From an optimization exercise on the open Yosys and OpenROAD flow, aimed at small area, a short achievable clock period and few clock cycles; shortcuts taken in it are not production practice.
Where RTL was checked, it was by simulation tests only, not by an equivalence proof against the original.
Power figures rest on the tool's default switching activity, not on a simulated workload.

==> v29: inputs <==
## tpfc
module tpfc (
    input  wire        clk,
    input  wire        rst,
    output wire        ready,
    input  wire        reg_req,
    input  wire        reg_we,
    input  wire [5:0]  reg_addr,
    input  wire [31:0] reg_wdata,
    output reg  [31:0] reg_rdata,
    input  wire        fb_req,
    input  wire        fb_we,
    input  wire [16:0] fb_addr,
    input  wire [7:0]  fb_wdata,
    output reg  [7:0]  fb_rdata,
    input  wire        cmd_valid,
    input  wire [15:0] cmd
);
clock: 8.0 ns
lec_check: 0
cap_margin: 30
core_margin: 2
core_utilization: 40
place_density: 0.6
setup_slack_margin: 4.8
slew_margin: 30
run.sh (not shown) runs the stock make flow with config.mk's settings and CLKGATE_MAP_FILE= SYNTH_SCRIPT=/design/flow/synth_recipe.tcl, a recipe that flattens the netlist after the stock synthesis.
==> inputs of v32, as changes to v29 <==
--- a/flow/design.v
+++ b/flow/design.v
@@ -56,34 +56,33 @@
     wire [7:0] fb [0:FB_SIZE-1];      
     reg        busy;          
     reg        s1;            
     reg        s2;            
     reg        s2l;           
     reg        s1f;           
     reg        ckr1, ckr2;    
-    reg        rhi, rcar;     
-    reg        rnil;          
+    reg        rbad, rnil;    
     reg [2:0]  vslo;          
     reg        s2f;           
     reg        fin;           
-    reg        fin2;          
     reg        val2;          
     reg        ma;            
     reg        r2f1;          
     reg        r2fl;          
     reg        tp1;           
     reg        tp2;           
     reg [1:0]  mode;
     reg        conv_sel;      
     reg [2:0]  vg;            
     reg        lastq;         
     reg [4:0]  gsel;          
     reg [7:0]  gmask;         
     reg [5:0]  ve;            
     reg [5:0]  e1;            
+    reg [5:0]  raddr;         
     reg [7:0]  acc_a, acc_b;          
     reg [7:0]  gq0, gq1, gq2;         
     reg [7:0]  wq0, wq1, wq2, wq3;    
     reg [32:0] cz;            
     assign ready = !busy;
     wire acc_cmd = !busy && !rst && cmd_valid;
     wire acc_reg = !busy && !rst && !cmd_valid && reg_req;
@@ -131,17 +130,17 @@
     wire d_valid   = (op == 8'h21) && imm0;
     wire d_bldtp   = (op == 8'h30) && imm0;
     wire d_bldrst  = (op == 8'h31) && imm0;
     wire d_bldpoll = (op == 8'h32) && imm0;
     wire [15:0] ckb_c = csa(ck_a, ck_b, imm);
     wire [7:0]  ckb_a = ck_a + imm;
     wire [7:0]  ckb_b = ckb_c[7:0] + ckb_c[15:8];
-    wire        range_hi  = (rstart[16:6] != 11'd0) || (rcount[16:6] != 11'd0);
+    wire [17:0] range_end = {1'b0, rstart} + {1'b0, rcount};
+    wire        range_bad = range_end > FB_SIZE;
     wire        range_nil = (rcount == 17'd0);
-    wire        rbad      = rhi || ({rcar, e1} > FB_SIZE);    
     wire        plen_bad  = plen > MAX_PAYLOAD;
     wire        tpidx_bad = tpidx > TPIDX_MAX;
     wire        tp_ok     = !ratio_bad && !lock_bad && !tpidx_bad;
     wire [15:0] fb_len    = {fb[5], fb[4]};
     wire [16:0] flen_m8   = flen - 17'd8;
     wire        v_range   = flen > FB_SIZE;
     wire        v_trunc   = flen < 17'd8;
@@ -149,18 +148,19 @@
     wire        v_length  = {1'b0, fb_len} != flen_m8;
     wire        v_ok      = !v_range && !v_trunc && !v_sync && !v_length;
     wire go_encode = acc_cmd && d_encode && !plen_bad;
     wire go_tp     = acc_cmd && d_bldtp && tp_ok;
     wire go_rst    = acc_cmd && d_bldrst;
     wire go_poll   = acc_cmd && d_bldpoll && !tpidx_bad;
     wire go_hdr    = go_encode || go_tp || go_rst || go_poll;
-    wire [7:0] h_cls   = op[4] ? 8'h06 : cls;
-    wire [7:0] h_id    = op[4] ? (op[0] ? 8'h04 : 8'h31) : id;
-    wire [7:0] h_len   = op[4] ? (op[1] ? 8'd1 : (op[0] ? 8'd4 : 8'd32)) : plen[7:0];
-    wire [7:0] h_lenhi = op[4] ? 8'd0 : plen[15:8];
+    wire [7:0] h_cls   = d_encode ? cls : 8'h06;
+    wire [7:0] h_id    = d_encode ? id : (d_bldrst ? 8'h04 : 8'h31);
+    wire [7:0] h_len   = d_encode ? plen[7:0] :
+                         (d_bldrst ? 8'd4 : (d_bldpoll ? 8'd1 : 8'd32));
+    wire [7:0] h_lenhi = d_encode ? plen[15:8] : 8'd0;
     function [5:0] slot_byte;
         input integer sg, sj;
         begin
             if (sg == 0)
                 slot_byte = (sj < 6) ? 34 + sj : sj - 6;
             else
                 slot_byte = 8 * sg - 6 + sj;
@@ -216,19 +216,17 @@
     wire [15:0] b3a = csa(b2a[7:0], b2a[15:8], b1b[15:8]);
     wire [7:0]  nsb = b3a[7:0] + b3a[15:8];
     wire [2:0]  tt  = ~ve[2:0];
     wire [15:0] f1  = csa(acc_b, ~(tt[0] ? acc_a : 8'd0), ~(tt[1] ? {acc_a[6:0], 1'b0} : 8'd0));
     wire [15:0] f2  = csa(f1[7:0], {f1[15:9], 1'b1}, ~(tt[2] ? {acc_a[5:0], 2'd0} : 8'd0));
     wire [8:0]  f3  = {f2[7:0], 1'b1} + {f2[15:9], 1'b1, 1'b1};
     wire [7:0]  fb_b = f3[8:1];
-    wire [7:0] rd_byte  = (fb_addr < 17'd40) ? fb[fb_addr[5:0]] : 8'd0;
-    wire [7:0] yor = y[0] | y[1] | y[2] | y[3] | y[4] | y[5] | y[6] | y[7];
-    reg  [7:0] xq;       
-    always @(posedge clk)
-        xq <= yor;
+    wire [5:0] rd_idx   = busy ? raddr : fb_addr[5:0];
+    wire       rd_in    = busy || (fb_addr < 17'd40);
+    wire [7:0] rd_byte  = rd_in ? fb[rd_idx] : 8'd0;
     wire [63:0] ra;      
     genvar k;
     generate
         for (k = 0; k < 64; k = k + 1) begin : g_ra
             assign ra[k] = (reg_addr == k);
         end
     endgenerate
@@ -254,20 +252,21 @@
         | ({32{ra[6'h12]}} & {24'd0, resetmode})
         | ({32{ra[6'h13]}} & fixed)
         | ({32{ra[6'h14]}} & {6'd0, 1'b0, 1'b0, TPIDX_MAX, SYNC2, SYNC1})
         | ({32{ra[6'h15]}} & MAX_PAYLOAD);
     always @(posedge clk) begin
         if (acc_reg && !reg_we)
             reg_rdata <= rd_mux;
-        if (acc_fb && !fb_we)
+        if ((acc_fb && !fb_we) || (busy && !val2))
             fb_rdata <= rd_byte;
     end
     wire wr_host = acc_fb && fb_we && (fb_addr < 17'd40);
-    wire wr_ck   = fin && (mode == M_FRAME);      
-    wire [7:0] bus = !busy ? fb_wdata : (fin2 ? ck_b : acc_a);
+    wire wr_ck   = fin && (mode == M_FRAME);
+    wire [7:0] bus_ev = !busy ? fb_wdata : (e1[0] ? fb_b : acc_a);
+    wire [7:0] bus_od = !busy ? fb_wdata : (e1[0] ? acc_a : fb_b);
     wire [255:0] tp_payload = {flags, userdelay, cv_out, cv_out, freqlock, freq,
                                rfdelay, antdelay, 16'h0000, 8'h01, tpidx};
     wire [31:0]  rst_payload = {8'h00, resetmode, navbbr};
     wire [8*FB_SIZE-1:0] tp_image  = {16'd0, tp_payload, 48'd0};
     wire [8*FB_SIZE-1:0] rst_image = {240'd0, rst_payload, 48'd0};
     wire [8*FB_SIZE-1:0] hdr_image = {272'd0, h_lenhi, h_len, h_id, h_cls, SYNC2, SYNC1};
     genvar g;
@@ -279,27 +278,26 @@
             wire sel_tp  = (go_tp && g >= 6 && g < 10) ||
                            (tp1 && g >= 10 && g < 26) ||
                            (tp1 && g >= 30 && g < 38) ||
                            (tp2 && g >= 26 && g < 30);
             wire sel_rst = go_rst && g >= 6 && g < 10;
             wire sel_pol = go_poll && g == 6;
             wire sel_bus = (wr_host && fb_addr[5:0] == g) ||
-                           (wr_ck && e1 == g) ||
-                           (fin2 && e1 == g - 1);
+                           (wr_ck && (e1 == g || e1 + 6'd1 == g));
             always @(posedge clk) begin
                 if (sel_hdr)
                     b <= hdr_image[g*8 +: 8];
                 else if (sel_tp)
                     b <= tp_image[g*8 +: 8];
                 else if (sel_rst)
                     b <= rst_image[g*8 +: 8];
                 else if (sel_pol)
                     b <= tpidx;
                 else if (sel_bus)
-                    b <= bus;
+                    b <= (g % 2 == 0) ? bus_ev : bus_od;
             end
         end
     endgenerate
     wire [31:0] hw_data = rst ? 32'd0 : reg_wdata;
     wire        hw_we   = rst || (acc_reg && reg_we);
     always @(posedge clk) begin
         if (hw_we && (rst || reg_addr == 6'h06)) rstart    <= hw_data[16:0];
@@ -409,60 +407,53 @@
         if (!busy) begin
             vg    <= p_vg;
             lastq <= p_last;
             gsel  <= slot_of(p_vg);
             gmask <= p_msk;
             ve    <= p_ve;
             e1    <= p_e1;
+            raddr <= p_e1;
             mode  <= p_mode;
         end else if (ckr1) begin
             vg    <= rg_vs[5:3];
             vslo  <= rg_vs[2:0];
             ve    <= rg_ve;
-            {rcar, e1} <= {1'b0, rstart[5:0]} + {1'b0, rcount[5:0]};
+            e1    <= rg_e1;
+            raddr <= rg_e1;
             mode  <= M_RANGE;
-            rhi   <= range_hi;
+            rbad  <= range_bad;
             rnil  <= range_nil;
         end else if (ckr2) begin
             lastq <= rg_one;
             gsel  <= slot_of(vg);
             gmask <= rg_msk;
         end else begin
-            if (s1 && !lastq) begin
+            if (s1) begin
                 vg    <= vg_n;
                 lastq <= last_n;
                 gsel  <= slot_of(vg_n);
                 gmask <= last_n ? mask_to(ve[2:0]) : 8'hFF;
             end
-            if (s1 && lastq) begin
-                gsel  <= slot_of(x1_v[5:3]);
-                gmask <= 8'd1 << x1_v[2:0];
-            end
-            if (s2l) begin
-                gsel  <= slot_of(x2_v[5:3]);
-                gmask <= 8'd1 << x2_v[2:0];
-            end
+            if (s2l)
+                raddr <= e1 + 6'd1;
         end
     end
-    wire [5:0] x1_v = e1 + 6'd6;       
-    wire [5:0] x2_v = e1 + 6'd7;       
     wire [2:0] vg_n   = vg + 3'd1;
     wire       last_n = (vg_n == ve[5:3]);
     always @(posedge clk) begin
         if (rst) begin
             busy      <= 1'b0;
             s1        <= 1'b0;
             s2        <= 1'b0;
             s2l       <= 1'b0;
             s1f       <= 1'b0;
             ckr1      <= 1'b0;
             ckr2      <= 1'b0;
             s2f       <= 1'b0;
             fin       <= 1'b0;
-            fin2      <= 1'b0;
             val2      <= 1'b0;
             ma        <= 1'b0;
             r2f1      <= 1'b0;
             r2fl      <= 1'b0;
             tp1       <= 1'b0;
             tp2       <= 1'b0;
             conv_sel  <= 1'b0;
@@ -523,24 +514,33 @@
                         busy <= 1'b1;
                 end else if (d_bldtp) begin
                     if (ratio_bad || lock_bad) begin
                         err <= E_RATIO;
                     end else if (tpidx_bad) begin
                         err <= E_INDEX;
                     end else begin
+                        cls      <= 8'h06;
+                        id       <= 8'h31;
+                        plen     <= 16'd32;
                         conv_sel <= 1'b1;
                         tp1      <= 1'b1;
                         busy <= 1'b1;
                     end
                 end else if (d_bldrst) begin
+                    cls   <= 8'h06;
+                    id    <= 8'h04;
+                    plen  <= 16'd4;
                     busy <= 1'b1;
                 end else if (d_bldpoll) begin
                     if (tpidx_bad) begin
                         err <= E_INDEX;
                     end else begin
+                        cls   <= 8'h06;
+                        id    <= 8'h31;
+                        plen  <= 16'd1;
                         busy <= 1'b1;
                     end
                 end else begin
                     err <= E_ILLEGAL;
                 end
             end
             if (r2fl) begin
@@ -584,42 +584,35 @@
             if (s1) begin
                 s1f <= 1'b0;
                 if (lastq)
                     s1 <= 1'b0;
             end
             fin <= s2l;
             if (fin) begin
-                ma   <= (acc_a == xq);
+                ma   <= (acc_a == fb_rdata);
                 case (mode)
                     M_RANGE: begin
                         busy <= 1'b0;
                         err  <= E_OK;
                     end
                     M_FRAME: begin
-                        fin2 <= 1'b1;
+                        busy   <= 1'b0;
+                        flen   <= {11'd0, e1} + 17'd2;
+                        sealed <= 1'b1;
+                        err    <= E_OK;
                     end
                     default: begin
                         val2 <= 1'b1;
                     end
                 endcase
             end
-            if (fin2) begin
-                cls    <= fb[2];
-                id     <= fb[3];
-                plen   <= fb_len;
-                fin2   <= 1'b0;
-                busy   <= 1'b0;
-                flen   <= {11'd0, e1} + 17'd2;
-                sealed <= 1'b1;
-                err    <= E_OK;
-            end
             if (val2) begin
                 val2 <= 1'b0;
                 busy <= 1'b0;
-                if (ma && ck_b == xq) begin
+                if (ma && ck_b == fb_rdata) begin
                     cls    <= fb[2];
                     id     <= fb[3];
                     plen   <= fb_len;
                     sealed <= 1'b1;
                     err    <= E_OK;
                 end else begin
                     sealed <= 1'b0;
--- a/flow/config.mk
+++ b/flow/config.mk
@@ -5,9 +5,9 @@
 export SDC_FILE = /design/flow/constraint.sdc
 export NUM_CORES = 4
 export LEC_CHECK = 0
 export CAP_MARGIN = 30
 export CORE_MARGIN = 2
 export CORE_UTILIZATION = 40
 export PLACE_DENSITY = 0.6
-export SETUP_SLACK_MARGIN = 4.8
+export SETUP_SLACK_MARGIN = 5
 export SLEW_MARGIN = 30
==> notes <==
In v32 the cell count is larger than in v29, by about 9%.
Against v29, the sequential power of v32 is smaller by about 0.9%.
Between v29 and v32, the lower clock power is in v32 (gap about 0.8%, measured against v32).
Against v29, the synthesized cell count of v32 is larger by 4.6%.
Worst setup slack: v29 is higher than v32 (550 ps).
Between v32 and v29, the lower fmax is in v32 (gap about 13%, measured against v29).
Against v29, the die area of v32 is higher by about 0.56%.
Of v32 and v29, v32 has the higher critical path depth (gap 8).
In v29 the hold slack is worse than in v32, by 10 ps.
Against v32, the sequential cell count of v29 is higher by 4.
Testbench counts of v29, summed over its fixed seeds: cycles 117,248.
Function not checked in v32: the RTL went through the layout flow alone.

[re-timing with driven ports]
In the flow no input, the clock included, has a driving cell. The finished layouts below were timed again as built, in two steps. Step 1 (the two cells are an assumption about what drives the block):
set clk [get_ports {clk}]
set_driving_cell -lib_cell sky130_fd_sc_hd__clkbuf_16 $clk
set_driving_cell -lib_cell sky130_fd_sc_hd__buf_2 [delete_from_list [all_inputs] $clk]
Step 2, shift: input delay + t, output delay - t, t = (earliest + latest rising clock arrival at the registers) / 2. This alone moves slack from input paths to output paths. a / b / c = no drivers / after step 1 / after step 2; a / b = the first two.
run	shift t [ns]	slack for setup (ns)	worst setup path after step 2	cell pins on the clock port's net
v29	0.821	4.392 / 4.392 / 3.680	input to register	1
v32	0.836	3.841 / 3.841 / 3.455	input to register	1
After both steps setup and hold are still met in every run listed. The setup slack of v29, which loses most, moves by 0.000 ns with the drivers and by -0.712 ns with both steps.
